This design comes from an exercise in tuning for small area, a short achievable clock period and few clock cycles on the open sky130 flow, not from production work. RTL that was checked went through simulation tests only; none was proved equivalent to the original. Only the layout flow was run in run 2; the RTL was not checked for function there. Power is estimated from default activity; no workload was simulated.

===== design.v =====
module crc16_walk (
    input  wire        clk,
    input  wire        rst,         
    input  wire        cmd_valid,
    input  wire [31:0] cmd,
    output wire        cmd_ready,
    output wire [31:0] rsp
);
    localparam [15:0] CRC_SEED = 16'hAAAA;
    localparam [15:0] CRC_FB   = 16'hAAAA;
    localparam [7:0]  XSEED    = 8'hAA;
    localparam [3:0] ERR_OP  = 4'd1;
    localparam [3:0] ERR_RSV = 4'd2;
    localparam [3:0] ERR_REG = 4'd3;
    localparam [3:0] ERR_VAL = 4'd4;
    localparam [3:0] ERR_ADR = 4'd5;
    localparam [3:0] ERR_POS = 4'd6;
    localparam [1:0] M_CRC = 2'd0;
    localparam [1:0] M_ENC = 2'd1;
    localparam [1:0] M_DEC = 2'd2;
    function [7:0] rotl8(input [7:0] v, input [2:0] n);
        rotl8 = (v << n) | (v >> (4'd8 - {1'b0, n}));
    endfunction
    function [7:0] rotr8(input [7:0] v, input [2:0] n);
        rotr8 = (v >> n) | (v << (4'd8 - {1'b0, n}));
    endfunction
    function [15:0] crc_byte(input [15:0] r0, input [7:0] b);
        reg [15:0] r;
        integer i;
        begin
            r = r0;
            for (i = 7; i >= 0; i = i - 1)
                r = (r[15] ^ b[i]) ? ({r[14:0], 1'b0} ^ CRC_FB) : {r[14:0], 1'b0};
            crc_byte = r;
        end
    endfunction
    function [383:0] crcmat1(input integer unused);
        integer p, i;
        reg [15:0] v;
        begin
            crcmat1 = 384'd0;
            for (p = 0; p < 24; p = p + 1) begin
                v = (p < 16) ? crc_byte(16'd1 << p, 8'd0) : crc_byte(16'd0, 8'd1 << (p - 16));
                for (i = 0; i < 16; i = i + 1)
                    crcmat1[i*24 + p] = v[i];
            end
        end
    endfunction
    function [767:0] crcmat4(input integer unused);
        integer p, i;
        reg [15:0] v;
        reg [31:0] d;
        begin
            crcmat4 = 768'd0;
            for (p = 0; p < 48; p = p + 1) begin
                d = (p < 16) ? 32'd0 : (32'd1 << (p - 16));
                v = crc_byte(crc_byte(crc_byte(crc_byte((p < 16) ? (16'd1 << p) : 16'd0,
                        d[7:0]), d[15:8]), d[23:16]), d[31:24]);
                for (i = 0; i < 16; i = i + 1)
                    crcmat4[i*48 + p] = v[i];
            end
        end
    endfunction
    localparam [383:0] CM1 = crcmat1(0);
    localparam [767:0] CM4 = crcmat4(0);
    function [15:0] crc1x(input [15:0] r, input [7:0] b);
        integer i;
        for (i = 0; i < 16; i = i + 1)
            crc1x[i] = ^(CM1[i*24 +: 24] & {b, r});
    endfunction
    function [15:0] crc4x(input [15:0] r, input [31:0] d);
        integer i;
        for (i = 0; i < 16; i = i + 1)
            crc4x[i] = ^(CM4[i*48 +: 48] & {d, r});
    endfunction
    function [191:0] modtab(input integer m);
        integer a;
        begin
            modtab = 192'd0;
            for (a = 0; a < 64; a = a + 1)
                modtab[a*3 +: 3] = a % m;
        end
    endfunction
    localparam [191:0] MOD3 = modtab(3);
    localparam [191:0] MOD5 = modtab(5);
    localparam [191:0] MOD6 = modtab(6);
    localparam [191:0] MOD7 = modtab(7);
    function [2:0] look(input [5:0] a, input [191:0] tab);
        integer i;
        begin
            look = 3'd0;
            for (i = 0; i < 64; i = i + 1)
                if (a == i) look = tab[i*3 +: 3];
        end
    endfunction
    function [2:0] mod8(input [5:0] a, input [3:0] b);
        case (b)
            4'd2:    mod8 = {2'd0, a[0]};
            4'd3:    mod8 = look(a, MOD3);
            4'd4:    mod8 = {1'd0, a[1:0]};
            4'd5:    mod8 = look(a, MOD5);
            4'd6:    mod8 = look(a, MOD6);
            4'd7:    mod8 = look(a, MOD7);
            4'd8:    mod8 = a[2:0];
            default: mod8 = 3'd0;
        endcase
    endfunction
    function [7:0] rotl8s(input [7:0] v, input [2:0] n);
        reg [7:0] v1, v2;
        begin
            v1     = n[0] ? {v[6:0], v[7]}    : v;
            v2     = n[1] ? {v1[5:0], v1[7:6]} : v1;
            rotl8s = n[2] ? {v2[3:0], v2[7:4]} : v2;
        end
    endfunction
    function [7:0] rotr8s(input [7:0] v, input [2:0] n);
        reg [7:0] v1, v2;
        begin
            v1     = n[0] ? {v[0], v[7:1]}    : v;
            v2     = n[1] ? {v1[1:0], v1[7:2]} : v1;
            rotr8s = n[2] ? {v2[3:0], v2[7:4]} : v2;
        end
    endfunction
    function [7:0] enc_c(input [7:0] b, input [7:0] k, input [7:0] x);
        reg [7:0] bs;
        begin
            bs    = k ^ x;
            enc_c = rotr8s(rotl8s(b ^ bs, bs[2:0]), bs[6:4]);
        end
    endfunction
    function [7:0] dec_b(input [7:0] c, input [7:0] k, input [7:0] x);
        reg [7:0] bs;
        begin
            bs    = k ^ x;
            dec_b = rotr8s(rotl8s(c, bs[6:4]), bs[2:0]) ^ bs;
        end
    endfunction
    function [9:0] gstep(input [5:0] row, input [3:0] kr, input dn,
                         input [5:0] lastrow, input [3:0] klast, input [3:0] kwdn);
        begin
            if (dn) begin
                if (row == 6'd0) gstep = {lastrow, kwdn};
                else             gstep = {row - 6'd1, (kr == 4'd0) ? klast : kr - 4'd1};
            end else begin
                if (row == lastrow) gstep = 10'd0;
                else                gstep = {row + 6'd1, (kr == klast) ? 4'd0 : kr + 4'd1};
            end
        end
    endfunction
    function [16:0] next_pos(input enc, input [16:0] pos, input [16:0] ln8, input dir);
        if (dir == enc)
            next_pos = (pos == 17'd0) ? ln8 - 17'd1 : pos - 17'd1;
        else
            next_pos = (pos == ln8 - 17'd1) ? 17'd0 : pos + 17'd1;
    endfunction
    reg [15:0] crc;
    reg [7:0]  x_or;
    reg [16:0] pos;
    reg [16:0] ln8;
    reg [16:0] klen;
    reg        dir;
    reg [7:0]  rot;
    reg [3:0]  err;
    reg [31:0] rsp_r;
    reg        ldb_mode;     
    reg [1:0]  ldb_lo;       
    reg        pend_b, pend_k;   
    reg [7:0]  pend_a, pend_d;
    reg        busy;
    reg        rdy;          
    reg        sph;          
    reg        rph;          
    reg        rph2;         
    reg        xph;          
    reg        wph;          
    reg        half;         
    reg        one;          
    reg [1:0]  mode;
    reg [6:0]  gleft;        
    reg [5:0]  rr, sr;       
    reg [3:0]  rk, sk;       
    reg [5:0]  r2r, r2s;     
    reg [3:0]  r2k, r2sk;    
    reg [5:0]  xr, xs;       
    reg [5:0]  wr, ws;       
    reg [3:0]  side;         
    reg        wdn;          
    reg [1:0]  bsel [0:3];   
    reg [1:0]  lsel [0:3];   
    reg [7:0]  pph  [0:3];   
    reg [7:0]  pfb  [0:3];   
    reg [7:0]  pfk  [0:3];   
    reg [7:0]  wb   [0:3];   
    wire [7:0] ldb_byte = pph[ldb_lo];
    assign cmd_ready = rdy;
    assign rsp = {rsp_r[31:8], rsp_r[7:0] | ({8{ldb_mode}} & ldb_byte)};
    wire [5:0]  nib_sum = crc[15:12] + crc[11:8] + crc[7:4] + crc[3:0];
    wire [2:0]  iv      = nib_sum[2:0];
    wire        par     = ^crc;
    wire [7:0]  x0      = XSEED ^ crc[15:8] ^ crc[7:0];
    wire        pos_bad = (pos >= ln8);
    wire [4:0]  op   = cmd[31:27];
    wire [4:0]  f_r  = cmd[26:22];
    wire [16:0] f_v  = cmd[16:0];
    wire [16:0] f_a  = cmd[24:8];
    wire [7:0]  f_d  = cmd[7:0];
    wire        f_s  = cmd[16];
    wire [7:0]  f_rv = cmd[15:8];
    wire [7:0]  f_n  = cmd[7:0];
    reg  [3:0]  fault;
    always @(*) begin
        fault = 4'd0;
        case (op)
            5'h00, 5'h01, 5'h0A, 5'h0C, 5'h10: begin
                if (cmd[26:0] != 27'd0) fault = ERR_RSV;
            end
            5'h12, 5'h13, 5'h14, 5'h15: begin
                if (cmd[26:0] != 27'd0) fault = ERR_RSV;
                else if (pos_bad)       fault = ERR_POS;
            end
            5'h02: begin
                if (cmd[21:17] != 5'd0) fault = ERR_RSV;
                else if (f_r >= 5'd7)   fault = ERR_REG;
                else begin
                    case (f_r)
                        5'd0: if (f_v[16])         fault = ERR_VAL;
                        5'd1: if (f_v[16:8] != 0)  fault = ERR_VAL;
                        5'd3: if (f_v[2:0] != 0 || f_v < 17'd8 || f_v > 17'd256) fault = ERR_VAL;
                        5'd4: if (f_v[2:0] != 0 || f_v < 17'd8 || f_v > 17'd64)  fault = ERR_VAL;
                        5'd5: if (f_v[16:1] != 0)  fault = ERR_VAL;
                        5'd6: if (f_v[16:8] != 0)  fault = ERR_VAL;
                        default: ;
                    endcase
                end
            end
            5'h03: begin
                if (cmd[21:0] != 22'd0) fault = ERR_RSV;
                else if (f_r > 5'd10)   fault = ERR_REG;
            end
            5'h04, 5'h06: begin
                if (cmd[26:25] != 2'd0) fault = ERR_RSV;
                else if (op == 5'h06 ? (f_a >= 17'd64) : (f_a >= 17'd256)) fault = ERR_ADR;
            end
            5'h05: begin
                if (cmd[26:25] != 2'd0 || f_d != 8'd0) fault = ERR_RSV;
                else if (f_a >= 17'd256) fault = ERR_ADR;
            end
            5'h08, 5'h09: begin
                if (cmd[26:17] != 10'd0 || (f_s && f_rv != 8'd0)) fault = ERR_RSV;
            end
            5'h0B: if (cmd[26:8] != 19'd0) fault = ERR_RSV;
            5'h11: if (cmd[26:9] != 18'd0) fault = ERR_RSV;
            default: fault = ERR_OP;
        endcase
    end
    wire z_26_25 = (cmd[26:25] == 2'd0);
    wire z_24_16 = (cmd[24:16] == 9'd0);
    wire z_24_14 = (cmd[24:14] == 11'd0);
    wire z_21_17 = (cmd[21:17] == 5'd0);
    wire z_16_8  = (cmd[16:8] == 9'd0);
    wire z_7_0   = (cmd[7:0] == 8'd0);
    wire z_26_22 = (cmd[26:22] == 5'd0);
    wire z_16_9  = (cmd[16:9] == 8'd0);
    wire z_26_0  = z_26_22 & z_21_17 & z_16_8 & z_7_0;
    wire o_rst   = (op == 5'h01);
    wire o_n     = (op == 5'h00) | o_rst | (op == 5'h0A) | (op == 5'h0C) | (op == 5'h10);
    wire o_walk  = (op == 5'h12) | (op == 5'h13) | (op == 5'h14) | (op == 5'h15);
    wire o_wrr   = (op == 5'h02);
    wire o_rdr   = (op == 5'h03);
    wire o_stb   = (op == 5'h04);
    wire o_ldb   = (op == 5'h05);
    wire o_stk   = (op == 5'h06);
    wire o_rot   = (op == 5'h08) | (op == 5'h09);
    wire o_crcb  = (op == 5'h0B);
    wire o_dinit = (op == 5'h11);
    wire o_einit = (op == 5'h10);
    wire o_crcr  = (op == 5'h0C);
    wire o_crci  = (op == 5'h0A);
    reg wrr_val;
    always @(*) begin
        case (f_r[2:0])
            3'd0:    wrr_val = ~f_v[16];
            3'd1:    wrr_val = z_16_8;
            3'd2:    wrr_val = 1'b1;
            3'd3:    wrr_val = (f_v[2:0] == 3'd0) & ((f_v[16:8] == 9'd0) ? (f_v[7:3] != 5'd0) : (f_v == 17'd256));
            3'd4:    wrr_val = (f_v[2:0] == 3'd0) & (f_v[16:7] == 10'd0) & (f_v[6:3] != 4'd0) & (~f_v[6] | (f_v[5:3] == 3'd0));
            3'd5:    wrr_val = (f_v[16:1] == 16'd0);
            default: wrr_val = z_16_8;
        endcase
    end
    wire ok_n    = z_26_0;
    wire ok_walk = z_26_0 & ~pos_bad;
    wire ok_wrr  = z_21_17 & ~f_r[4] & ~f_r[3] & (f_r[2:0] != 3'd7) & wrr_val;
    wire ok_rdr  = z_21_17 & z_16_8 & z_7_0 & (f_r <= 5'd10);
    wire ok_stb  = z_26_25 & z_24_16;
    wire ok_ldb  = z_26_25 & z_24_16 & z_7_0;
    wire ok_stk  = z_26_25 & z_24_14;
    wire ok_rot  = z_26_22 & z_21_17 & (~f_s | (f_rv == 8'd0));
    wire ok_crcb = z_26_22 & z_21_17 & z_16_8;
    wire ok_din  = z_26_22 & z_21_17 & z_16_9;
    wire acc     = cmd_valid & rdy;
    wire noerr   = (err == 4'd0);
    wire ok      = (o_n & ok_n) | (o_walk & ok_walk) | (o_wrr & ok_wrr) | (o_rdr & ok_rdr) |
                   (o_stb & ok_stb) | (o_ldb & ok_ldb) | (o_stk & ok_stk) | (o_rot & ok_rot) |
                   (o_crcb & ok_crcb) | (o_dinit & ok_din);
    wire go      = acc & noerr;
    wire do_stb  = go & o_stb & ok_stb;
    wire do_stk  = go & o_stk & ok_stk;
    wire do_ldb  = acc & o_ldb & ok_ldb;      
    wire do_rdr  = acc & o_rdr & ok_rdr;
    wire do_rst  = acc & o_rst & ok_n;
    wire do_wrr  = go & o_wrr & ok_wrr;
    wire do_rot  = go & o_rot & ok_rot;
    wire do_n    = go & ok_n;                 
    wire do_walk = go & o_walk & ok_walk;
    wire do_crcb = go & o_crcb & ok_crcb;
    wire do_din  = go & o_dinit & ok_din;
    wire start   = (do_n & o_crcr) | do_walk;
    wire wrr0 = do_wrr & (f_r[2:0] == 3'd0);
    wire wrr1 = do_wrr & (f_r[2:0] == 3'd1);
    wire wrr2 = do_wrr & (f_r[2:0] == 3'd2);
    wire wrr3 = do_wrr & (f_r[2:0] == 3'd3);
    wire wrr4 = do_wrr & (f_r[2:0] == 3'd4);
    wire wrr5 = do_wrr & (f_r[2:0] == 3'd5);
    wire wrr6 = do_wrr & (f_r[2:0] == 3'd6);
    reg  [16:0] reg_val;
    always @(*) begin
        case (f_r)
            5'd0:    reg_val = {1'b0, crc};
            5'd1:    reg_val = {9'd0, x_or};
            5'd2:    reg_val = pos;
            5'd3:    reg_val = ln8;
            5'd4:    reg_val = klen;
            5'd5:    reg_val = {16'd0, dir};
            5'd6:    reg_val = {9'd0, rot};
            5'd7:    reg_val = {14'd0, iv};
            5'd8:    reg_val = {16'd0, par};
            5'd9:    reg_val = {9'd0, x0};
            5'd10:   reg_val = {13'd0, err};
            default: reg_val = 17'd0;
        endcase
    end
    reg [5:0] lastrow, g_lastrow;    
    reg [3:0] klast, g_klast;        
    reg [2:0] g_lmk8;                
    reg [3:0] kwdn;                  
    reg [7:0] p0, g_p0;              
    reg [2:0] g_kq;                  
    reg [5:0] kp0;                   
    reg [1:0] geo_age;
    wire      geo_ok = geo_age[1];
    always @(posedge clk) begin
        g_lastrow <= ln8[7:2] - 6'd1;
        g_klast   <= klen[5:2] - 4'd1;
        g_lmk8    <= mod8(ln8[8:3], klen[6:3]);
        g_p0      <= pos[7:0];
        g_kq      <= mod8({1'b0, pos[7:3]}, klen[6:3]);
        lastrow   <= g_lastrow;
        klast     <= g_klast;
        kwdn      <= (g_lmk8 == 3'd0) ? g_klast : {g_lmk8, 1'b0} - 4'd1;
        p0        <= g_p0;
        kp0       <= {g_kq, g_p0[2:0]};
    end
    wire [511:0] bufv [0:3];
    wire [127:0] keyv [0:3];
    wire [7:0]   brd  [0:3];
    wire [7:0]   krd  [0:3];
    genvar gr, gi;
    generate
        for (gr = 0; gr < 4; gr = gr + 1) begin : bk
            wire [5:0] rsel = busy ? (side[gr] ? rr : sr) : cmd[15:10];
            wire [3:0] ksel = side[gr] ? r2k : r2sk;
            wire [63:0] rhot = 64'd1 << rsel;
            wire [15:0] khot = 16'd1 << ksel;
            reg  [7:0]  bor, kor;
            integer ii;
            always @(*) begin
                bor = 8'd0;
                for (ii = 0; ii < 64; ii = ii + 1)
                    bor = bor | ({8{rhot[ii]}} & bufv[gr][ii*8 +: 8]);
                kor = 8'd0;
                for (ii = 0; ii < 16; ii = ii + 1)
                    kor = kor | ({8{khot[ii]}} & keyv[gr][ii*8 +: 8]);
            end
            assign brd[gr] = bor;
            assign krd[gr] = kor;
            wire [7:0] wd   = wph ? wb[lsel[gr]] : pend_d;
            wire [5:0] wsel = wph ? (side[gr] ? wr : ws) : pend_a[7:2];
            wire       wen  = wph ? (~one | (lsel[gr] == 2'd0))
                                  : pend_b & (pend_a[1:0] == gr);
            for (gi = 0; gi < 64; gi = gi + 1) begin : by
                reg [7:0] q;
                always @(posedge clk)
                    if (wen & (wsel == gi))
                        q <= wd;
                assign bufv[gr][gi*8 +: 8] = q;
            end
            for (gi = 0; gi < 16; gi = gi + 1) begin : ky
                reg [7:0] q;
                always @(posedge clk)
                    if (pend_k & (pend_a[1:0] == gr) & (pend_a[5:2] == gi))
                        q <= pend_d;
                assign keyv[gr][gi*8 +: 8] = q;
            end
        end
    endgenerate
    reg [7:0] dx [0:3];
    reg [7:0] dout [0:3];
    integer j;
    always @(*) begin
        dx[0] = x_or ^ pfb[0];
        dx[1] = dx[0] ^ pfb[1];
        dx[2] = dx[1] ^ pfb[2];
        dx[3] = dx[2] ^ pfb[3];
        for (j = 0; j < 4; j = j + 1)
            dout[j] = dec_b(pfb[j], pfk[j], dx[j]);
    end
    wire [7:0] ecA = enc_c(pfb[0], pfk[0], x_or);
    wire [7:0] exA = x_or ^ ecA;
    wire [7:0] ecB = enc_c(pfb[1], pfk[1], exA);
    wire [7:0] exB = exA ^ ecB;
    wire [15:0] crc4 = crc4x(crc, {pph[3], pph[2], pph[1], pph[0]});
    wire enc   = (mode == M_ENC);
    wire adv   = xph & (~enc | half | one);              
    wire xlast = adv & (one | (gleft == 7'd1));          
    wire fin   = (wph & ~xph) | (xlast & (mode == M_CRC));  
    wire go_x  = sph & geo_ok;                           
    wire [7:0] x_eng = (mode == M_DEC) ? (one ? dx[0] : dx[3]) : exA;
    wire fwd_now = pend_b & (pend_a == cmd[15:8]);    
    wire r1  = ~busy | rph | rph2 | adv;               
    integer q;
    always @(posedge clk) begin
        if (r1)
            for (q = 0; q < 4; q = q + 1)
                pph[q] <= (~busy & fwd_now & (cmd[9:8] == q)) ? pend_d : brd[q];
        if (rph2 | adv) begin
            for (q = 0; q < 4; q = q + 1) begin
                pfb[q] <= pph[bsel[q]];
                pfk[q] <= krd[bsel[q]];
            end
        end else if (xph & enc) begin
            pfb[0] <= pfb[2];
            pfb[1] <= pfb[3];
            pfk[0] <= pfk[2];
            pfk[1] <= pfk[3];
        end
        if (xph) begin
            if (~enc)
                for (q = 0; q < 4; q = q + 1)
                    wb[q] <= dout[q];
            else if (half) begin
                wb[2] <= ecA;
                wb[3] <= ecB;
            end else begin
                wb[0] <= ecA;
                wb[1] <= ecB;
            end
        end
        if (busy) begin
            if (rph | rph2 | adv) begin
                {rr, rk} <= {sr, sk};
                {sr, sk} <= gstep(sr, sk, wdn, (mode == M_CRC) ? 6'd63 : lastrow, klast, kwdn);
                {r2r, r2s, r2k, r2sk} <= {rr, sr, rk, sk};
                xr <= r2r;
                xs <= r2s;
                wr <= xr;
                ws <= xs;
            end
            if (go_x) begin
                {rr, rk} <= {p0[7:2], kp0[5:2]};
                {sr, sk} <= gstep(p0[7:2], kp0[5:2], wdn, lastrow, klast, kwdn);
                for (q = 0; q < 4; q = q + 1) begin
                    side[q] <= wdn ? (q <= p0[1:0]) : (q >= p0[1:0]);
                    bsel[q] <= wdn ? p0[1:0] - q : p0[1:0] + q;
                    lsel[q] <= wdn ? p0[1:0] - q : q - p0[1:0];
                end
            end
            if (xph) half <= ~half;
            if (adv) gleft <= gleft - 7'd1;
        end else begin
            {rr, rk} <= 10'd0;
            {sr, sk} <= {6'd1, 4'd1};
            side     <= 4'b1111;
            wdn      <= o_walk & (op[0] ? ~dir : dir);
            for (q = 0; q < 4; q = q + 1) begin
                bsel[q] <= q;
                lsel[q] <= q;
            end
            half  <= 1'b0;
            mode  <= o_crcr ? M_CRC : op[0] ? M_DEC : M_ENC;
            one   <= ~op[2];
            gleft <= (o_crcr | op[2]) ? ln8[8:2] : 7'd1;
        end
    end
    always @(posedge clk) begin
        if (rst) begin
            busy <= 1'b0;
            rdy  <= 1'b1;
            sph  <= 1'b0;
            rph  <= 1'b0;
            rph2 <= 1'b0;
            xph  <= 1'b0;
            wph  <= 1'b0;
        end else if (busy) begin
            if (fin) begin
                busy <= 1'b0;
                rdy  <= 1'b1;
            end
            sph <= sph & ~geo_ok;
            rph  <= go_x;
            rph2 <= rph & (mode != M_CRC);
            xph  <= (rph & (mode == M_CRC)) | rph2 | (xph & ~xlast);
            wph <= adv & (mode != M_CRC);
        end else begin
            busy <= start;
            rdy  <= ~start;
            sph  <= o_walk;
            rph  <= o_crcr;
            rph2 <= 1'b0;
            xph  <= 1'b0;
            wph  <= 1'b0;
        end
    end
    reg xsel_b;
    always @(posedge clk)
        xsel_b <= busy & (rph2 | (xph & ~xlast)) & enc & ~one;
    always @(posedge clk) begin
        if (xsel_b)
            x_or <= exB;
        else if (busy) begin
            if (xph & (mode != M_CRC)) x_or <= x_eng;
        end else if (rst)
            x_or <= 8'd0;
        else if (wrr1 | (do_n & o_einit) | do_din | do_rst)
            x_or <= o_wrr ? f_v[7:0] : o_einit ? x0 : o_dinit ? f_d : 8'd0;
    end
    always @(posedge clk) begin
        if (busy & xph & (mode == M_CRC))
            crc <= crc4;
        else if (rst)
            crc <= CRC_SEED;
        else if (wrr0 | do_crcb | (do_n & (o_crci | o_crcr)) | do_rst)
            crc <= o_wrr ? f_v[15:0] : o_crcb ? crc1x(crc, f_d) : CRC_SEED;
    end
    wire [16:0] iv1 = {14'd0, iv} + 17'd1;
    always @(posedge clk) begin
        if (busy & go_x & one)
            pos <= next_pos(mode == M_ENC, pos, ln8, dir);
        else if (rst)
            pos <= 17'd0;
        else if (wrr2 | (do_n & o_einit) | do_din | do_rst)
            pos <= o_wrr   ? f_v :
                   o_einit ? {14'd0, iv} :
                   o_dinit ? (cmd[8] ? ((iv1 == ln8) ? 17'd0 : iv1)
                                     : ((iv == 3'd0) ? ln8 - 17'd1 : {14'd0, iv} - 17'd1)) :
                   17'd0;
    end
    always @(posedge clk) begin
        if (rst)
            ln8 <= 17'd8;
        else if (wrr3 | do_rst)
            ln8 <= o_wrr ? f_v : 17'd8;
        if (rst)
            klen <= 17'd8;
        else if (wrr4 | do_rst)
            klen <= o_wrr ? f_v : 17'd8;
        if (rst)
            dir <= 1'b0;
        else if (wrr5 | (do_n & o_einit) | do_din | do_rst)
            dir <= o_wrr ? f_v[0] : o_einit ? par : o_dinit ? cmd[8] : 1'b0;
        if (rst)
            rot <= 8'd0;
        else if (wrr6 | do_rot | do_rst)
            rot <= o_wrr ? f_v[7:0] :
                   o_rot ? (op[0] ? rotr8(f_s ? rot : f_rv, f_n[2:0])
                                  : rotl8(f_s ? rot : f_rv, f_n[2:0])) :
                   8'd0;
        if (rst)
            err <= 4'd0;
        else if ((acc & noerr & ~ok) | do_rst)
            err <= (o_rst & ok_n) ? 4'd0 : fault;
    end
    always @(posedge clk) begin
        if (rst)
            rsp_r <= 32'd0;
        else if (do_rdr)
            rsp_r <= {15'd0, reg_val};
        else if (do_rst | do_ldb)
            rsp_r <= 32'd0;
        else if (ldb_mode)
            rsp_r <= {24'd0, ldb_byte};
        ldb_mode <= ~rst & do_ldb;
    end
    always @(posedge clk) begin
        if (~busy)
            ldb_lo <= cmd[9:8];
        if (~busy & (o_stb | o_stk))
            {pend_a, pend_d} <= cmd[15:0];
        pend_b <= ~rst & do_stb;
        pend_k <= ~rst & do_stk;
    end
    wire geo_w = do_rst | wrr2 | wrr3 | wrr4 | (do_n & o_einit) | do_din | (busy & go_x & one);
    always @(posedge clk) begin
        if (rst | geo_w)
            geo_age <= 2'd0;
        else if (~geo_age[1])
            geo_age <= geo_age + 2'd1;
    end
endmodule

===== flow/run.sh =====
#!/bin/bash
# Standard synthesis, then the standard layout (standard.sh) with:
# - buf_4 as the port buffer;
# - clkbuf_8 as the clock tree buffer.
set -euo pipefail
bash standard.sh synth > synth.log 2>&1
bash standard.sh SETUP_SLACK_MARGIN=10.5 MATCH_CELL_FOOTPRINT=0 \
    "BUFFER_PORTS_ARGS=-buffer_cell sky130_fd_sc_hd__buf_4" \
    CTS_BUF_LIST=sky130_fd_sc_hd__clkbuf_8 finish > layout.log 2>&1

===== standard.sh =====
#!/bin/bash
# synth_recipe.tcl (not shown) runs the flow's synth.tcl, then flattens the netlist and writes it again
# the make line also repeats each setting of config.mk as NAME=value (left out here)
make -C /OpenROAD-flow-scripts/flow DESIGN_CONFIG=/design/flow/config.mk WORK_HOME=/design/flow/orfs CLKGATE_MAP_FILE= SYNTH_SCRIPT=/design/flow/synth_recipe.tcl "${@:-finish}"

===== config.mk =====
export PLATFORM = sky130hd
export DESIGN_NAME = crc16_walk
export DESIGN_NICKNAME = crc16_walk
export VERILOG_FILES = /design/flow/design.v
export SDC_FILE = /design/flow/constraint.sdc
export NUM_CORES = 4
export LEC_CHECK = 0
export CAP_MARGIN = 20
export CORE_MARGIN = 2
export CORE_UTILIZATION = 40
export SLEW_MARGIN = 20

===== constraint.sdc =====
create_clock -name core_clock -period 16.0 [get_ports {clk}]
set_input_delay 3.2000 -clock core_clock [delete_from_list [all_inputs] [get_ports {clk}]]
set_output_delay 3.2000 -clock core_clock [all_outputs]
set_load 0.01 [all_outputs]

==> results of run 1 <==
## where the power goes
part	leakage [nW]	internal [W]	switching, W	total, W
registers	26.6	0.00843	0.0000594	0.00849
clock network	5.34	0.00329	0.00330	0.00659
logic	16.8	0.000590	0.000945	0.00153
## routing by layer
metal / track usage / routed length, um / up-vias
li1: - / - / 37800
met1: 0.439 / 209000 / 47200
met2: 0.486 / 237000 / 6794
met3: 0.0741 / 60600 / 1170
met4: 0.132 / 25400 / 12
met5: 0 / 83 / -
## through the flow
step | utilization | worst slack (ns) | std cells | total power, W
after floorplan | - | 10.31 | 9224 | 0.00955
after global placement | 0.428 | 8.24 | 13500 | 0.0100
after detailed placement | 0.429 | 8.31 | 13500 | 0.0100
after CTS | 0.462 | 9.95 | 14400 | 0.0166
after global routing | 0.465 | 9.96 | 14500 | 0.0170
final | 0.466 | 10.01 | 14500 | 0.0166
## area by class of cell
cell class	instances	area, sq um	area share
flip-flops and latches	2962	87300	0.595
multi-input cells	5762	39700	0.270
clock buffers	496	6830	0.0465
well taps	4160	5200	0.0354
repair buffers	599	4810	0.0327
clock inverters	396	2590	0.0176
inverters	96	364	0.00248
diodes	18	45.0	0.000307
## critical path, cell delays in order, from the launching register on
cell and delay (ns):
sky130_fd_sc_hd__edfxtp_1 0.58, sky130_fd_sc_hd__buf_12 0.24, sky130_fd_sc_hd__mux4_2 0.54, sky130_fd_sc_hd__nand2_2 0.11, sky130_fd_sc_hd__nand2_2 0.06, sky130_fd_sc_hd__buf_6 0.12
## final timing paths
check / start / end / depth (start not counted)
min: g_p0[5] / p0[5] / 0
min reg2reg: g_p0[5] / p0[5] / 0
max reg2reg: pfk[0][4] / wb[1][4] / 14
max: pph[2][2] / rsp[2] / 5
## synthesized netlist by cell type (9+ instances only)
| master | count |
|---|---|
| sky130_fd_sc_hd__a211oi_1 | 41 |
| sky130_fd_sc_hd__a21o_1 | 56 |
| sky130_fd_sc_hd__a21oi_1 | 362 |
| sky130_fd_sc_hd__a221o_1 | 13 |
| sky130_fd_sc_hd__a221oi_1 | 242 |
| sky130_fd_sc_hd__a222oi_1 | 13 |
| sky130_fd_sc_hd__a22o_1 | 232 |
| sky130_fd_sc_hd__a22oi_1 | 803 |
| sky130_fd_sc_hd__a311oi_1 | 9 |
| sky130_fd_sc_hd__a31oi_1 | 37 |
| sky130_fd_sc_hd__a32oi_1 | 14 |
| sky130_fd_sc_hd__and2_1 | 22 |
| sky130_fd_sc_hd__and3_1 | 22 |
| sky130_fd_sc_hd__buf_1 | 32 |
| sky130_fd_sc_hd__buf_4 | 26 |
| sky130_fd_sc_hd__clkbuf_1 | 336 |
| sky130_fd_sc_hd__dfxtp_1 | 161 |
| sky130_fd_sc_hd__edfxtp_1 | 2801 |
| sky130_fd_sc_hd__ha_1 | 56 |
| sky130_fd_sc_hd__inv_1 | 93 |
| sky130_fd_sc_hd__mux2_2 | 62 |
| sky130_fd_sc_hd__mux2i_1 | 316 |
| sky130_fd_sc_hd__mux4_2 | 43 |
| sky130_fd_sc_hd__nand2_1 | 601 |
| sky130_fd_sc_hd__nand2b_1 | 39 |
| sky130_fd_sc_hd__nand3_1 | 119 |
| sky130_fd_sc_hd__nand4_1 | 244 |
| sky130_fd_sc_hd__nor2_1 | 1040 |
| sky130_fd_sc_hd__nor2b_1 | 32 |
| sky130_fd_sc_hd__nor3_1 | 172 |
| sky130_fd_sc_hd__nor4_1 | 51 |
| sky130_fd_sc_hd__o2111ai_1 | 12 |
| sky130_fd_sc_hd__o211ai_1 | 36 |
| sky130_fd_sc_hd__o21a_1 | 14 |
| sky130_fd_sc_hd__o21ai_0 | 268 |
| sky130_fd_sc_hd__o21ai_1 | 18 |
| sky130_fd_sc_hd__o221ai_1 | 30 |
| sky130_fd_sc_hd__o22ai_1 | 43 |
| sky130_fd_sc_hd__o31ai_1 | 15 |
| sky130_fd_sc_hd__or2_2 | 54 |
| sky130_fd_sc_hd__or3_1 | 21 |
| sky130_fd_sc_hd__or4_1 | 11 |
| sky130_fd_sc_hd__xnor2_1 | 306 |
| sky130_fd_sc_hd__xor2_1 | 152 |
## sequential cells by signal, indices dropped and copies added, names as in the netlist, 7 cells and up
name	cells
bk.ky.q	512
pph	32
klen	17
g_p0	8
ln8	17
pfk	32
x_or	8
rot	8
rsp_r	17
pend_d	8
bk.by.q	2048
pos	17
gleft	7
pend_a	8
pfb	32
wb	32
crc	16
## timing repair
item	CTS	global route
resized for setup	134	90
endpoints found under the setup margin	90	138
buffers inserted	46	62
pin swaps	12	33
gates cloned	0	3
## logic make-up (layout without fill, tap and decap cells)
kind of cell             count (synthesis)  count (layout)  synth area share
flip-flops                            2962            2962             0.688
AND/OR/NAND/NOR                       2462            2464            0.0867
AO/OA/AOI/OAI                         2324            2325             0.131
buffers and inverters                  503            1587            0.0160
XOR/XNOR                               475             475            0.0345
multiplexers                           422             422            0.0382
adder cells (fa/ha/maj)                 61              61           0.00615
other                                    1              33         0.0000295
==> implementation parameters, run 1 <==
Parameter                              Value

Setup path
  CP Max Fanout ... 2
  Crit end category ... primary output
  Req. time, crit path ... 12.80 ns
  Minimum setup slack among reg-to-reg paths ... about 11 ns
  Endpoint arrival time on the critical path ... 2.79 ns
  Kind of start point of the critical path ... flip-flop
  Kind of critical path ... reg -> out

Global route
  Wire length of the first global-routing pass ... 720 mm
  Tot GR Track Use ... 0.319
  Number of antenna violations at the first check in global routing ... 30
  Number of global-route vias before repair ... around 87k
  Total overflow reported by the global router ... 0
  Maximum number of pins on one net before global-route repair ... slightly below 70

CTS
  H-tree lvl count ... 5
  Clock root buffer master ... sky130_fd_sc_hd__clkbuf_8
  Worst-path clk slew ... ~0.06 ns
  Total CTS buffers ... 483
  Clock tree from TritonCTS ... built
  Clock Sinks ... between 2k and 3k
  Number of buffers between clock root and the deepest sink ... 4
  Hold buffers post-CTS ... 0
  Clock insertion delay at the later pin of the skew report ... between 1 and 1.5 ns

Finish
  Post-route cell area ... 0.147 sq mm
  Commonest cells after routing, fill and taps aside ... sky130_fd_sc_hd__edfxtp_1, sky130_fd_sc_hd__nor2_1, sky130_fd_sc_hd__a22oi_1
  Final-layout fill cell count ... 27.9k
  Final-stage net count ... ~10k
  Growth of design area from synthesis to finish ... 15.7%
  Most frequent standard cell in the layout excluding fill and tap cells ... sky130_fd_sc_hd__edfxtp_1
  Share of final-layout standard cells stronger than drive strength 1 ... 0.173

Yosys
  Synthesis Warnings ... 9
  Synth top area share ... 0.662
  Mapped Cells ... a little over 9k
  Dominant register cell in the synthesized netlist ... sky130_fd_sc_hd__edfxtp_1
  Flop and latch count out of synthesis ... between 2k and 3k
  Fraction of registers with async set or reset after synthesis ... 0
  Synth Area per Inst ... around 14 sq um
  Post-synthesis sequential area ratio ... 0.688
  Post-Syn Area ... 0.127 sq mm
  Number of flops mapped to enable cells by yosys ... between 2k and 3k
  Biggest area consumer among synthesized cells ... sky130_fd_sc_hd__edfxtp_1
  Top area cells in the synthesized netlist ... sky130_fd_sc_hd__edfxtp_1, sky130_fd_sc_hd__a22oi_1, sky130_fd_sc_hd__nor2_1, sky130_fd_sc_hd__dfxtp_1, sky130_fd_sc_hd__mux2i_1
  Cell variety after synth ... 95

Timing
  Rel. slew slack ... 0.177
  Hold slack ... ~0.32 ns
  Worst setup skew after layout ... about 0.11 ns
  Setup repair after global routing missed its margin ... yes
  Final Cycle Share ... 0.375
  Highest achievable clock rate ... ~0.17 GHz
  Least-Margin Pin Slew ... around 1.2 ns
  Number of max-slew violations in the final report ... 0
  # setup viols final ... 0
  Setup tns final ... 0 ns
  Minimum clock period after layout ... 5.99 ns
  Final Hold Violating Endpoints ... 0

Die
  Die X ... about 570 um
  Starting Density ... 0.402
  Chip Height ... ~570 um
  Die Outline Area ... ~0.32 sq mm
  Area inside the core boundary ... around 0.32 sq mm
  Cell Rows ... between 200 and 250
  Io pins ... 68

Placed design
  Placed inst area ... between 0.1 and 0.15 sq mm
  Routability congestion estimate from global placement ... around 1
  Detailed-placement wirelength estimate ... between 300 and 400 mm
  Number of buffers added on ports ... 52

Power
  Worst vdd ir ... approximately 79 uV
  Static leakage power ... 48.7 nW
  Cell area power density ... ~110 mW/mm^2

Job
  Number of max-cap violations ... 0

Drt
  Via count of the routed design ... roughly 93k
  Aggregate routed wire length ... roughly 530 mm
  Post-detailed-route wirelength per cell ... between 30 and 40 um
  Remaining antenna violation count after routing ... 0
  Residual DRC count ... 0
  Vias per Instance ... between 6 and 7
  TritonRoute pass-1 iters ... 7
  DRT iter0 DRCs ... 15.6k

Outcome
  Run status ... timing/DRC/antenna clean

Worst hold path
  Kind of path behind the tightest hold check ... reg -> reg
Testbench counts, summed over its fixed seeds: cycles 28,994.
==> run 2: changes to the inputs <==
--- a/design.v
+++ b/design.v
@@ -121,6 +121,20 @@
             rotr8s = n[2] ? {v2[3:0], v2[7:4]} : v2;
         end
     endfunction
+    function automatic [7:0] rotlr(input [7:0] t, input [2:0] a, input [2:0] b);
+        reg [7:0] dh;
+        integer i, k;
+        begin
+            for (k = 0; k < 8; k = k + 1) begin
+                dh[k] = 1'b0;
+                for (i = 0; i < 8; i = i + 1)
+                    dh[k] = dh[k] | ((a == i) & (b == ((i - k) & 7)));
+            end
+            rotlr = 8'd0;
+            for (k = 0; k < 8; k = k + 1)
+                rotlr = rotlr | ({8{dh[k]}} & ((t << k) | (t >> (8 - k))));
+        end
+    endfunction
     function [7:0] enc_c(input [7:0] b, input [7:0] k, input [7:0] x);
         reg [7:0] bs;
         begin
@@ -163,7 +177,7 @@
     reg [3:0]  err;
     reg [31:0] rsp_r;
     reg        ldb_mode;     
-    reg [1:0]  ldb_lo;       
+    reg [3:0]  ldb_sel;      
     reg        pend_b, pend_k;   
     reg [7:0]  pend_a, pend_d;
     reg        busy;
@@ -191,9 +205,12 @@
     reg [7:0]  pfb  [0:3];   
     reg [7:0]  pfk  [0:3];   
     reg [7:0]  wb   [0:3];   
-    wire [7:0] ldb_byte = pph[ldb_lo];
+    reg  [7:0] ldb_byte;
+    always @(*)
+        ldb_byte = ({8{ldb_sel[0]}} & pph[0]) | ({8{ldb_sel[1]}} & pph[1]) |
+                   ({8{ldb_sel[2]}} & pph[2]) | ({8{ldb_sel[3]}} & pph[3]);
     assign cmd_ready = rdy;
-    assign rsp = {rsp_r[31:8], rsp_r[7:0] | ({8{ldb_mode}} & ldb_byte)};
+    assign rsp = {rsp_r[31:8], rsp_r[7:0] | ldb_byte};
     wire [5:0]  nib_sum = crc[15:12] + crc[11:8] + crc[7:4] + crc[3:0];
     wire [2:0]  iv      = nib_sum[2:0];
     wire        par     = ^crc;
@@ -415,11 +432,18 @@
         for (j = 0; j < 4; j = j + 1)
             dout[j] = dec_b(pfb[j], pfk[j], dx[j]);
     end
-    wire [7:0] ecA = enc_c(pfb[0], pfk[0], x_or);
-    wire [7:0] exA = x_or ^ ecA;
-    wire [7:0] ecB = enc_c(pfb[1], pfk[1], exA);
-    wire [7:0] exB = exA ^ ecB;
-    wire [15:0] crc4 = crc4x(crc, {pph[3], pph[2], pph[1], pph[0]});
+    reg  [7:0] bsA, ecA, exA, bsB, ecB, exB;
+    always @(*) begin
+        bsA = pfk[0] ^ x_or;
+        ecA = rotlr((pfb[0] ^ pfk[0]) ^ x_or, bsA[2:0], bsA[6:4]);
+        exA = x_or ^ ecA;
+        bsB = (pfk[1] ^ x_or) ^ ecA;
+        ecB = rotlr((pfb[1] ^ pfk[1] ^ x_or) ^ ecA, bsB[2:0], bsB[6:4]);
+        exB = exA ^ ecB;
+    end
+    reg  [15:0] crc4;
+    always @(*)
+        crc4 = crc4x(crc, {pph[3], pph[2], pph[1], pph[0]});
     wire enc   = (mode == M_ENC);
     wire adv   = xph & (~enc | half | one);              
     wire xlast = adv & (one | (gleft == 7'd1));          
@@ -591,9 +615,10 @@
             rsp_r <= {24'd0, ldb_byte};
         ldb_mode <= ~rst & do_ldb;
     end
+    integer lq;
     always @(posedge clk) begin
-        if (~busy)
-            ldb_lo <= cmd[9:8];
+        for (lq = 0; lq < 4; lq = lq + 1)
+            ldb_sel[lq] <= ~rst & do_ldb & (cmd[9:8] == lq);
         if (~busy & (o_stb | o_stk))
             {pend_a, pend_d} <= cmd[15:0];
         pend_b <= ~rst & do_stb;
==> flow/run.sh (replaced) <==
#!/bin/bash
# Standard synthesis, then the standard layout (standard.sh) with:
# - buf_4 as the port buffer;
# - clkbuf_8 as the clock tree buffer.
set -euo pipefail
bash standard.sh synth > synth.log 2>&1
bash standard.sh SETUP_SLACK_MARGIN=10.4 MATCH_CELL_FOOTPRINT=0 \
    "BUFFER_PORTS_ARGS=-buffer_cell sky130_fd_sc_hd__buf_4" \
    CTS_BUF_LIST=sky130_fd_sc_hd__clkbuf_8 finish > layout.log 2>&1
==> implementation parameters, run 2 <==
Parameter                              Value

Outcome
  Run status ... timing/DRC/antenna clean (unchanged)

Finish
  Cell Count, Final, Fillers Out ... 14.5k (about the same)
  Register with the most flip-flops ... bk.by.q (unchanged)
  Leading registers by flop count ... bk.by.q (2048), bk.ky.q (512) (unchanged)
  Final-layout fill cell count ... 28.1k (was 27.9k)
  Flip-flop count of the largest register after layout ... 2048 (unchanged)
  Commonest cells after routing, fill and taps aside ... sky130_fd_sc_hd__edfxtp_1, sky130_fd_sc_hd__nor2_1, sky130_fd_sc_hd__a22oi_1 (unchanged)
  Share of final-layout standard cells stronger than drive strength 1 ... 0.157 (was 0.173)
  Final-stage net count ... 10.0k (was 9998)
  Growth of design area from synthesis to finish ... 14.8% (was 15.7%)
  Most frequent standard cell in the layout excluding fill and tap cells ... sky130_fd_sc_hd__edfxtp_1 (unchanged)

Setup path
  Largest delay contributor family on the critical path ... compound AO/OA/AOI/OAI gates (was flip-flops)
  Crit end category ... primary output (unchanged)
  List of cells traversed by the critical path ... a22o_1, a221oi_4, nand2b_1, buf_4 (was buf_12, mux4_2, nand2_2, nand2_2, buf_6)
  Endpoint arrival time on the critical path ... 2.68 ns (was 2.79 ns)
  Cell with the biggest individual delay on the critical path ... sky130_fd_sc_hd__edfxtp_1 (unchanged)
  Kind of critical path ... reg -> out (unchanged)
  Delay of the slowest cell on the worst path ... 0.50 ns (was 0.58 ns)
  CP Max Fanout ... 2 (unchanged)
  Req. time, crit path ... 12.80 ns (about the same)
  Kind of start point of the critical path ... flip-flop (unchanged)
  Worst path bufs/invs ... 1 (was 2)

Yosys
  Synth Area per Inst ... 13.7 sq um (was 13.8 sq um)
  Number of flops mapped to enable cells by yosys ... 2799 (was 2801)
  Commonest cells post-synth ... sky130_fd_sc_hd__edfxtp_1, sky130_fd_sc_hd__nor2_1, sky130_fd_sc_hd__a22oi_1 (unchanged)
  Cell with the most instances after synthesis ... sky130_fd_sc_hd__edfxtp_1 (unchanged)
  Synth top area share ... 0.658 (was 0.662)
  Fraction of registers with async set or reset after synthesis ... 0 (unchanged)
  Dominant register cell in the synthesized netlist ... sky130_fd_sc_hd__edfxtp_1 (unchanged)
  Mapped Cells ... 9333 (was 9210)
  Top area cells in the synthesized netlist ... sky130_fd_sc_hd__edfxtp_1, sky130_fd_sc_hd__a22oi_1, sky130_fd_sc_hd__nor2_1, sky130_fd_sc_hd__mux2i_1, sky130_fd_sc_hd__dfxtp_1 (was sky130_fd_sc_hd__edfxtp_1, sky130_fd_sc_hd__a22oi_1, sky130_fd_sc_hd__nor2_1, sky130_fd_sc_hd__dfxtp_1, sky130_fd_sc_hd__mux2i_1)
  Cell variety after synth ... 97 (was 95)
  Flop and latch count out of synthesis ... 2964 (was 2962)
  Biggest area consumer among synthesized cells ... sky130_fd_sc_hd__edfxtp_1 (unchanged)
  Post-Syn Area ... 0.128 sq mm (was 0.127 sq mm)
  Post-synthesis sequential area ratio ... 0.684 (was 0.688)
  Synthesis Warnings ... 9 (unchanged)

Timing
  # setup viols final ... 0 (unchanged)
  Highest achievable clock rate ... 0.170 GHz (was 0.167 GHz)
  Minimum clock period after layout ... 5.88 ns (was 5.99 ns)
  Final Hold Violating Endpoints ... 0 (unchanged)
  Setup repair after global routing missed its margin ... yes (unchanged)
  Number of max-slew violations in the final report ... 0 (unchanged)
  Setup tns final ... 0 ns (unchanged)
  Final Cycle Share ... 0.368 (was 0.375)
  Least-Margin Pin Slew ... 1.27 ns (was 1.23 ns)
  Rel. slew slack ... 0.150 (was 0.177)
  Worst setup skew after layout ... 0.132 ns (was 0.106 ns)
  Hold slack ... 0.308 ns (was 0.324 ns)

Drt
  Aggregate routed wire length ... 536 mm (was 532 mm)
  Highest Signal Layer ... met5 (unchanged)
  Post-detailed-route wirelength per cell ... 36.9 um (was 36.7 um)
  Residual DRC count ... 0 (unchanged)
  Routed wire length on met2 ... 237 mm (about the same)
  Met3 wire length ... 58.4 mm (was 60.6 mm)
  DRT iter0 DRCs ... 14.6k (was 15.6k)
  Via count of the routed design ... 94.1k (was 93.1k)
  Vias per Instance ... 6.49 (was 6.42)
  Remaining antenna violation count after routing ... 0 (unchanged)
  Total routed wire length on the met1 layer ... 205 mm (was 209 mm)
  TritonRoute pass-1 iters ... 9 (was 7)

Job
  Number of max-cap violations ... 0 (unchanged)

Power
  Worst vdd ir ... 88.4 uV (was 79.3 uV)
  Cell area power density ... 113 mW/mm^2 (about the same)
  Static leakage power ... 48.2 nW (was 48.7 nW)

Die
  Die Outline Area ... 0.324 sq mm (was 0.322 sq mm)
  Io pins ... 68 (unchanged)
  Starting Density ... 0.402 (about the same)
  Chip Height ... 569 um (was 567 um)
  Area inside the core boundary ... 0.318 sq mm (was 0.315 sq mm)
  Die X ... 569 um (was 567 um)
  Cell Rows ... 207 (was 206)

Global route
  Maximum number of pins on one net before global-route repair ... 70 (was 68)
  Number of antenna violations at the first check in global routing ... 26 (was 30)
  Total overflow reported by the global router ... 0 (unchanged)
  Wire length of the first global-routing pass ... 730 mm (was 720 mm)
  Number of global-route vias before repair ... 89.1k (was 87.2k)
  Tot GR Track Use ... 0.322 (was 0.319)

CTS
  Clock insertion delay at the later pin of the skew report ... 1.20 ns (was 1.18 ns)
  Clock root buffer master ... sky130_fd_sc_hd__clkbuf_8 (unchanged)
  Hold buffers post-CTS ... 0 (unchanged)
  Clock tree from TritonCTS ... built (unchanged)
  Number of buffers between clock root and the deepest sink ... 4 (unchanged)
  Total CTS buffers ... 479 (was 483)
  Clock Sinks ... 2964 (was 2962)
  H-tree lvl count ... 5 (unchanged)
  Worst-path clk slew ... 0.07 ns (was 0.06 ns)

Placed design
  Number of buffers added on ports ... 52 (unchanged)
  Number of cells in the design after placement ... 13.5k (about the same)
  Detailed-placement wirelength estimate ... 366 mm (was 360 mm)
  Routability congestion estimate from global placement ... 1.02 (was 0.997)

Worst hold path
  Kind of path behind the tightest hold check ... reg -> reg (unchanged)
==> run 2: cell types whose count changed after synthesis, sizes merged, moves of 18 or more <==
cell	before	now
inv	94	75
mux2i	316	356
a22o	232	291
nor2	1041	1067
a22oi	803	680
a221oi	242	307
nand3	119	139
mux4	43	21
a222oi	13	31
o22ai	43	61
==> run 2: worst register-to-register path, delay by kind of cell (launching register included) <==
kind	cells	cell delay [ns]
buffers and inverters	2	0.46
flip-flops	1	0.56
XOR/XNOR	4	1.24
AND/OR/NAND/NOR	3	1.23
AO/OA/AOI/OAI	5	1.44
multiplexers	1	0.23
==> run 2: worst paths after layout <==
kind | startpoint | endpoint | slack [ns] | cells past startpoint
worst max-delay path | pph[0][3] | rsp[3] | 10.12 | 4
worst max register to register | x_or[6] | wb[3][2] | 10.52 | 15
worst min register to register | g_kq[2] | kp0[5] | 0.31 | 0
worst min-delay path | g_kq[2] | kp0[5] | 0.31 | 0
==> run 2: repair_timing <==
| action | 4_1_cts | 5_1_grt |
|---|---|---|
| endpoints found under the setup margin | 93 | 115 |
| resized for setup | 117 | 62 |
| pin swaps | 11 | 9 |
| buffers inserted | 71 | 21 |
| gates cloned | 0 | 0 |
==> run 2: cell type report <==
class | count | area, sq um | share of cell area
sequential | 2964 | 87400 | 0.596
multi-input combinational | 5884 | 40200 | 0.275
clock buffer | 497 | 6840 | 0.0467
tap | 4180 | 5230 | 0.0357
timing repair buffer | 513 | 4200 | 0.0287
clock inverter | 378 | 2280 | 0.0156
inverter | 81 | 313 | 0.00214
antenna | 11 | 27.5 | 0.000188
==> run 2: routing by layer <==
layer	track usage	up-vias
met5	0	-
met4	0.181	10
met3	0.0661	1538
met2	0.490	6956
met1	0.429	47400
li1	-	38200
==> run 2: power breakdown <==
| group | switching, W | internal (W) |
|---|---|---|
| sequential | 0.0000484 | 0.00846 |
| combinational | 0.00104 | 0.000568 |
| clock | 0.00326 | 0.00316 |
==> run 2: per-stage QoR <==
stage	cell area [sq um]	total power [W]	utilization	setup WS [ns]
after floorplan	128000	0.00960	-	10.33
after global placement	135000	0.0101	0.425	7.70
after detailed placement	135000	0.0101	0.426	7.77
after CTS	146000	0.0165	0.459	10.03
after global routing	146000	0.0169	0.461	10.09
final	146000	0.0165	0.461	10.12
==> run 2: cell families (layout without fill, tap and decap cells) <==
family                     after synthesis  count (layout)  share of synthesized area
DFF                                   2964            2964                      0.684
and+or+nand+nor                       2538            2538                     0.0893
AOI/OAI and AO/OA                     2354            2354                      0.133
buffers and inverters                  499            1469                     0.0158
xor gates and xnor gates               473             473                     0.0336
muxes                                  443             443                     0.0374
adders and majority gates               61              61                    0.00610
other                                    1              26                  0.0000294
==> run 3: changes to the inputs <==
--- a/design.v
+++ b/design.v
@@ -170,12 +170,15 @@
     reg [15:0] crc;
     reg [7:0]  x_or;
     reg [16:0] pos;
-    reg [16:0] ln8;
-    reg [16:0] klen;
+    reg [8:0]  ln8r;         
+    reg [6:0]  klenr;
+    wire [16:0] ln8  = {8'd0, ln8r};
+    wire [16:0] klen = {10'd0, klenr};
     reg        dir;
     reg [7:0]  rot;
     reg [3:0]  err;
-    reg [31:0] rsp_r;
+    reg [16:0] rsp_lo;       
+    wire [31:0] rsp_r = {15'd0, rsp_lo};
     reg        ldb_mode;     
     reg [3:0]  ldb_sel;      
     reg        pend_b, pend_k;   
@@ -202,13 +205,14 @@
     reg [1:0]  bsel [0:3];   
     reg [1:0]  lsel [0:3];   
     reg [7:0]  pph  [0:3];   
+    reg [7:0]  ppo  [0:3];   
     reg [7:0]  pfb  [0:3];   
     reg [7:0]  pfk  [0:3];   
     reg [7:0]  wb   [0:3];   
     reg  [7:0] ldb_byte;
     always @(*)
-        ldb_byte = ({8{ldb_sel[0]}} & pph[0]) | ({8{ldb_sel[1]}} & pph[1]) |
-                   ({8{ldb_sel[2]}} & pph[2]) | ({8{ldb_sel[3]}} & pph[3]);
+        ldb_byte = ({8{ldb_sel[0]}} & ppo[0]) | ({8{ldb_sel[1]}} & ppo[1]) |
+                   ({8{ldb_sel[2]}} & ppo[2]) | ({8{ldb_sel[3]}} & ppo[3]);
     assign cmd_ready = rdy;
     assign rsp = {rsp_r[31:8], rsp_r[7:0] | ldb_byte};
     wire [5:0]  nib_sum = crc[15:12] + crc[11:8] + crc[7:4] + crc[3:0];
@@ -454,9 +458,11 @@
     wire r1  = ~busy | rph | rph2 | adv;               
     integer q;
     always @(posedge clk) begin
-        if (r1)
-            for (q = 0; q < 4; q = q + 1)
+        for (q = 0; q < 4; q = q + 1) begin
+            if (r1)
                 pph[q] <= (~busy & fwd_now & (cmd[9:8] == q)) ? pend_d : brd[q];
+            ppo[q] <= (fwd_now & (cmd[9:8] == q)) ? pend_d : brd[q];
+        end
         if (rph2 | adv) begin
             for (q = 0; q < 4; q = q + 1) begin
                 pfb[q] <= pph[bsel[q]];
@@ -581,13 +587,13 @@
     end
     always @(posedge clk) begin
         if (rst)
-            ln8 <= 17'd8;
+            ln8r <= 9'd8;
         else if (wrr3 | do_rst)
-            ln8 <= o_wrr ? f_v : 17'd8;
+            ln8r <= o_wrr ? f_v[8:0] : 9'd8;
         if (rst)
-            klen <= 17'd8;
+            klenr <= 7'd8;
         else if (wrr4 | do_rst)
-            klen <= o_wrr ? f_v : 17'd8;
+            klenr <= o_wrr ? f_v[6:0] : 7'd8;
         if (rst)
             dir <= 1'b0;
         else if (wrr5 | (do_n & o_einit) | do_din | do_rst)
@@ -606,13 +612,13 @@
     end
     always @(posedge clk) begin
         if (rst)
-            rsp_r <= 32'd0;
+            rsp_lo <= 17'd0;
         else if (do_rdr)
-            rsp_r <= {15'd0, reg_val};
+            rsp_lo <= reg_val;
         else if (do_rst | do_ldb)
-            rsp_r <= 32'd0;
+            rsp_lo <= 17'd0;
         else if (ldb_mode)
-            rsp_r <= {24'd0, ldb_byte};
+            rsp_lo <= {9'd0, ldb_byte};
         ldb_mode <= ~rst & do_ldb;
     end
     integer lq;
==> flow/run.sh (replaced) <==
#!/bin/bash
# Standard synthesis, then the standard layout (standard.sh) with:
# - buf_4 as the port buffer;
# - clkbuf_8 as the clock tree buffer.
set -euo pipefail
bash standard.sh synth > synth.log 2>&1
bash standard.sh SETUP_SLACK_MARGIN=10.5 MATCH_CELL_FOOTPRINT=0 \
    "BUFFER_PORTS_ARGS=-buffer_cell sky130_fd_sc_hd__buf_4" \
    CTS_BUF_LIST=sky130_fd_sc_hd__clkbuf_8 finish > layout.log 2>&1
==> implementation parameters, run 3 <==
Parameter                              Value

Placed design
  Placed inst area ... 0.136 sq mm (was 0.135 sq mm)
  Number of buffers added on ports ... 52 (unchanged)
  Pre-CTS worst setup slack ... 7.93 ns (was 7.77 ns)
  Detailed-placement wirelength estimate ... 363 mm (was 366 mm)
  Routability congestion estimate from global placement ... 1.03 (was 1.02)
  Number of cells in the design after placement ... 13.7k (was 13.5k)

Yosys
  Synthesis Warnings ... 10 (was 9)
  Dominant register cell in the synthesized netlist ... sky130_fd_sc_hd__edfxtp_1 (unchanged)
  Fraction of registers with async set or reset after synthesis ... 0 (unchanged)
  Top area cells in the synthesized netlist ... sky130_fd_sc_hd__edfxtp_1, sky130_fd_sc_hd__nor2_1, sky130_fd_sc_hd__a221oi_1, sky130_fd_sc_hd__a22o_1, sky130_fd_sc_hd__mux2i_1 (was sky130_fd_sc_hd__edfxtp_1, sky130_fd_sc_hd__a22oi_1, sky130_fd_sc_hd__nor2_1, sky130_fd_sc_hd__mux2i_1, sky130_fd_sc_hd__dfxtp_1)
  Commonest cells post-synth ... sky130_fd_sc_hd__edfxtp_1, sky130_fd_sc_hd__nor2_1, sky130_fd_sc_hd__nand2_1 (was sky130_fd_sc_hd__edfxtp_1, sky130_fd_sc_hd__nor2_1, sky130_fd_sc_hd__a22oi_1)
  Mapped Cells ... 9372 (was 9333)
  Biggest area consumer among synthesized cells ... sky130_fd_sc_hd__edfxtp_1 (unchanged)
  Cell variety after synth ... 83 (was 97)
  Number of flops mapped to enable cells by yosys ... 2799 (unchanged)
  Flop and latch count out of synthesis ... 2978 (was 2964)
  Cell with the most instances after synthesis ... sky130_fd_sc_hd__edfxtp_1 (unchanged)
  Post-Syn Area ... 0.128 sq mm (about the same)
  Synth Area per Inst ... 13.7 sq um (about the same)
  Post-synthesis sequential area ratio ... 0.685 (was 0.684)
  Synth top area share ... 0.657 (was 0.658)

Die
  Die Outline Area ... 0.324 sq mm (about the same)
  Die X ... 570 um (was 569 um)
  Starting Density ... 0.402 (about the same)
  Cell Rows ... 207 (unchanged)
  Area inside the core boundary ... 0.318 sq mm (about the same)
  Chip Height ... 570 um (was 569 um)
  Io pins ... 68 (unchanged)

Finish
  Share of final-layout standard cells stronger than drive strength 1 ... 0.176 (was 0.157)
  Growth of design area from synthesis to finish ... 15.5% (was 14.8%)
  Commonest cells after routing, fill and taps aside ... sky130_fd_sc_hd__edfxtp_1, sky130_fd_sc_hd__nor2_1, sky130_fd_sc_hd__nand2_1 (was sky130_fd_sc_hd__edfxtp_1, sky130_fd_sc_hd__nor2_1, sky130_fd_sc_hd__a22oi_1)
  Leading registers by flop count ... bk.by.q (2048), bk.ky.q (512) (unchanged)
  Register with the most flip-flops ... bk.by.q (unchanged)
  Final-stage net count ... 10.1k (was 10.0k)
  Flip-flop count of the largest register after layout ... 2048 (unchanged)
  Most frequent standard cell in the layout excluding fill and tap cells ... sky130_fd_sc_hd__edfxtp_1 (unchanged)
  Cell Count, Final, Fillers Out ... 14.6k (was 14.5k)
  Final-layout fill cell count ... 28.1k (about the same)
  Post-route cell area ... 0.148 sq mm (was 0.146 sq mm)

Setup path
  Crit path launch ... ldb_sel[0] (was pph[0][3])
  Kind of start point of the critical path ... flip-flop (unchanged)
  List of cells traversed by the critical path ... a22o_1, a221oi_4, nand2b_4, buf_6 (was a22o_1, a221oi_4, nand2b_1, buf_4)
  Endpoint arrival time on the critical path ... 2.53 ns (was 2.68 ns)
  Largest delay contributor family on the critical path ... compound AO/OA/AOI/OAI gates (unchanged)
  CP endpoint ... rsp[7] (was rsp[3])
  Delay of the slowest cell on the worst path ... 0.37 ns (was 0.50 ns)
  CP Max Fanout ... 8 (was 2)
  Crit end category ... primary output (unchanged)
  Worst reg2reg path endpoint ... wb[1][0] (was wb[3][2])
  Cell with the biggest individual delay on the critical path ... sky130_fd_sc_hd__dfxtp_4 (was sky130_fd_sc_hd__edfxtp_1)
  Logic depth of the worst setup path including buffers ... 4 (unchanged)
  Worst r2r path cells ... 14 (was 15)
  Req. time, crit path ... 12.80 ns (about the same)
  Worst path bufs/invs ... 1 (unchanged)
  Worst reg2reg path startpoint ... x_or[2] (was x_or[6])
  Minimum setup slack among reg-to-reg paths ... 10.78 ns (was 10.52 ns)
  Kind of critical path ... reg -> out (unchanged)

Power
  Worst vdd ir ... 77.1 uV (was 88.4 uV)
  Design Power ... 0.0164 W (was 0.0165 W)
  Combinational Power Share ... 0.092 (was 0.097)
  Cell area power density ... 111 mW/mm^2 (was 113 mW/mm^2)
  Switching share of power ... 0.259 (was 0.263)
  Net switching power figure ... 0.00426 W (was 0.00435 W)
  Part of the total power dissipated in sequential elements ... 0.524 (was 0.515)
  Static leakage power ... 49.4 nW (was 48.2 nW)
  Cell internal pwr ... 0.0122 W (about the same)
  Clock power share ... 0.384 (was 0.388)

CTS
  Total CTS buffers ... 477 (was 479)
  Clock insertion delay at the later pin of the skew report ... 1.22 ns (was 1.20 ns)
  Worst-path clk slew ... 0.07 ns (about the same)
  Clock root buffer master ... sky130_fd_sc_hd__clkbuf_8 (unchanged)
  Clock tree from TritonCTS ... built (unchanged)
  Hold buffers post-CTS ... 0 (unchanged)
  Clock Sinks ... 2978 (was 2964)
  Number of buffers between clock root and the deepest sink ... 4 (unchanged)
  H-tree lvl count ... 5 (unchanged)

Timing
  Setup repair after global routing missed its margin ... yes (unchanged)
  # setup viols final ... 0 (unchanged)
  Final Cycle Share ... 0.358 (was 0.368)
  Minimum clock period after layout ... 5.73 ns (was 5.88 ns)
  Final Hold Violating Endpoints ... 0 (unchanged)
  Least-Margin Pin Slew ... 1.30 ns (was 1.27 ns)
  Rel. slew slack ... 0.121 (was 0.150)
  Worst setup skew after layout ... 0.110 ns (was 0.132 ns)
  Number of max-slew violations in the final report ... 0 (unchanged)
  Setup slack of the critical path after layout ... 10.27 ns (was 10.12 ns)
  Highest achievable clock rate ... 0.175 GHz (was 0.170 GHz)
  Setup tns final ... 0 ns (unchanged)

Drt
  Post-detailed-route wirelength per cell ... 36.4 um (was 36.9 um)
  Residual DRC count ... 0 (unchanged)
  Via count of the routed design ... 95.1k (was 94.1k)
  Aggregate routed wire length ... 531 mm (was 536 mm)
  TritonRoute pass-1 iters ... 8 (was 9)
  Vias per Instance ... 6.51 (was 6.49)
  Remaining antenna violation count after routing ... 0 (unchanged)
  DRT iter0 DRCs ... 15.9k (was 14.6k)

Global route
  Number of global-route vias before repair ... 88.8k (was 89.1k)
  Tot GR Track Use ... 0.317 (was 0.322)
  Number of antenna violations at the first check in global routing ... 22 (was 26)
  Wire length of the first global-routing pass ... 723 mm (was 730 mm)
  Total overflow reported by the global router ... 0 (unchanged)
  Maximum number of pins on one net before global-route repair ... 74 (was 70)

Job
  Number of max-cap violations ... 0 (unchanged)

Outcome
  Run status ... timing/DRC/antenna clean (unchanged)

Worst hold path
  Kind of path behind the tightest hold check ... reg -> reg (unchanged)
run 3: layout make-up:
| cell class | count | area, sq um | area share |
|---|---|---|---|
| timing repair buffer | 573 | 4530 | 0.0306 |
| clock inverter | 389 | 2150 | 0.0146 |
| clock buffer | 492 | 6770 | 0.0458 |
| sequential | 2978 | 87700 | 0.593 |
| multi-input combinational | 5915 | 41200 | 0.279 |
| inverter | 73 | 279 | 0.00189 |
| tap | 4180 | 5230 | 0.0354 |
| antenna | 9 | 22.5 | 0.000152 |
run 3: through the flow:
| stage | util | hold WS, ns |
|---|---|---|
| finish | 0.465 | 0.333 |
| global route | 0.465 | 0.340 |
| CTS | 0.461 | 0.335 |
| detailed placement | 0.429 | 0.316 |
| global placement | 0.428 | 0.317 |
| floorplan | - | 0.310 |
run 3: cells by family (layout without fill, tap and decap cells):
family	Yosys count	in the layout	share of synthesized area
multiplexers	455	455	0.0383
flip-flops	2978	2978	0.685
AO/OA/AOI/OAI	2355	2355	0.136
AND/OR/NAND/NOR	2597	2597	0.0889
buffers and inverters	493	1527	0.0154
other	1	24	0.0000293
adder cells (fa/ha/maj)	55	55	0.00546
XOR/XNOR	438	438	0.0311
run 3: power by group through the flow:
stage	Clock, W	Sequential [W]	Combinational, W
final	0.00631	0.00860	0.00152
after global routing	0.00665	0.00860	0.00160
after CTS	0.00633	0.00860	0.00144
after detailed placement	0	0.00876	0.00139
after global placement	0	0.00876	0.00139
after floorplan	0	0.00868	0.000968
run 3: worst min path at each step:
stage / start / end / slack (ns) / cells past startpoint
after floorplan: g_p0[0] / kp0[0] / 0.31 / 0
after detailed placement: g_kq[0] / kp0[3] / 0.32 / 0
final: g_lastrow[5] / lastrow[5] / 0.33 / 0
after global placement: g_p0[5] / p0[5] / 0.32 / 0
after CTS: g_lastrow[5] / lastrow[5] / 0.33 / 0
after global routing: g_lastrow[3] / lastrow[3] / 0.34 / 0
run 3: what timing repair did:
action,CTS,global route
endpoints found under the hold margin,0,0
pin swaps,20,42
resized for setup,216,164
endpoints found under the setup margin,137,165
buffers inserted,20,37
run 3: worst register-to-register path: cells and delay by family (launching register included):
kind	cells	cell delay (ns)
xor gates and xnor gates	4	1.41
DFF	1	0.64
muxes	2	0.87
buffers and inverters	1	0.31
AOI/OAI and AO/OA	4	1.00
and+or+nand+nor	3	0.79
run 3: per-layer routing:
layer / routed length [um] / global-route usage / up-vias / share of wire
met5: 80 / 0 / - / 0.00015
met4: 25700 / 0.137 / 14 / 0.048
met3: 65800 / 0.0771 / 1202 / 0.12
met2: 227000 / 0.463 / 7225 / 0.43
met1: 212000 / 0.450 / 48200 / 0.40
li1: - / - / 38400 / -
Testbench counts of run 3, summed over its fixed seeds: cycles 28,994.

[static timing again, ports no longer ideal]
Ports are ideal in the flow. The routed layouts listed here were re-timed in OpenROAD. Step 1 assumes that a clkbuf_16 drives the clock port and a buf_2 every other input. Step 2 times the ports against the registers' clock, not the clock port: input delays grow and output delays shrink by t, the midpoint of the rising clock arrivals with the driver on. Three values: no drivers, after step 1, after step 2; two values: the first two.
run | t, ns | slack for setup (ns) | cell pins on the clock port's net
run 1 | 1.225 | 10.006 / 9.910 / 9.279 | 1
run 2 | 1.232 | 10.116 / 10.013 / 9.051 | 1
run 3 | 1.262 | 10.272 / 10.174 / 9.078 | 1
After both steps setup and hold are still met in every run listed. The setup slack of run 3, which loses most, moves by -0.098 ns with the drivers and by -1.194 ns with both steps.
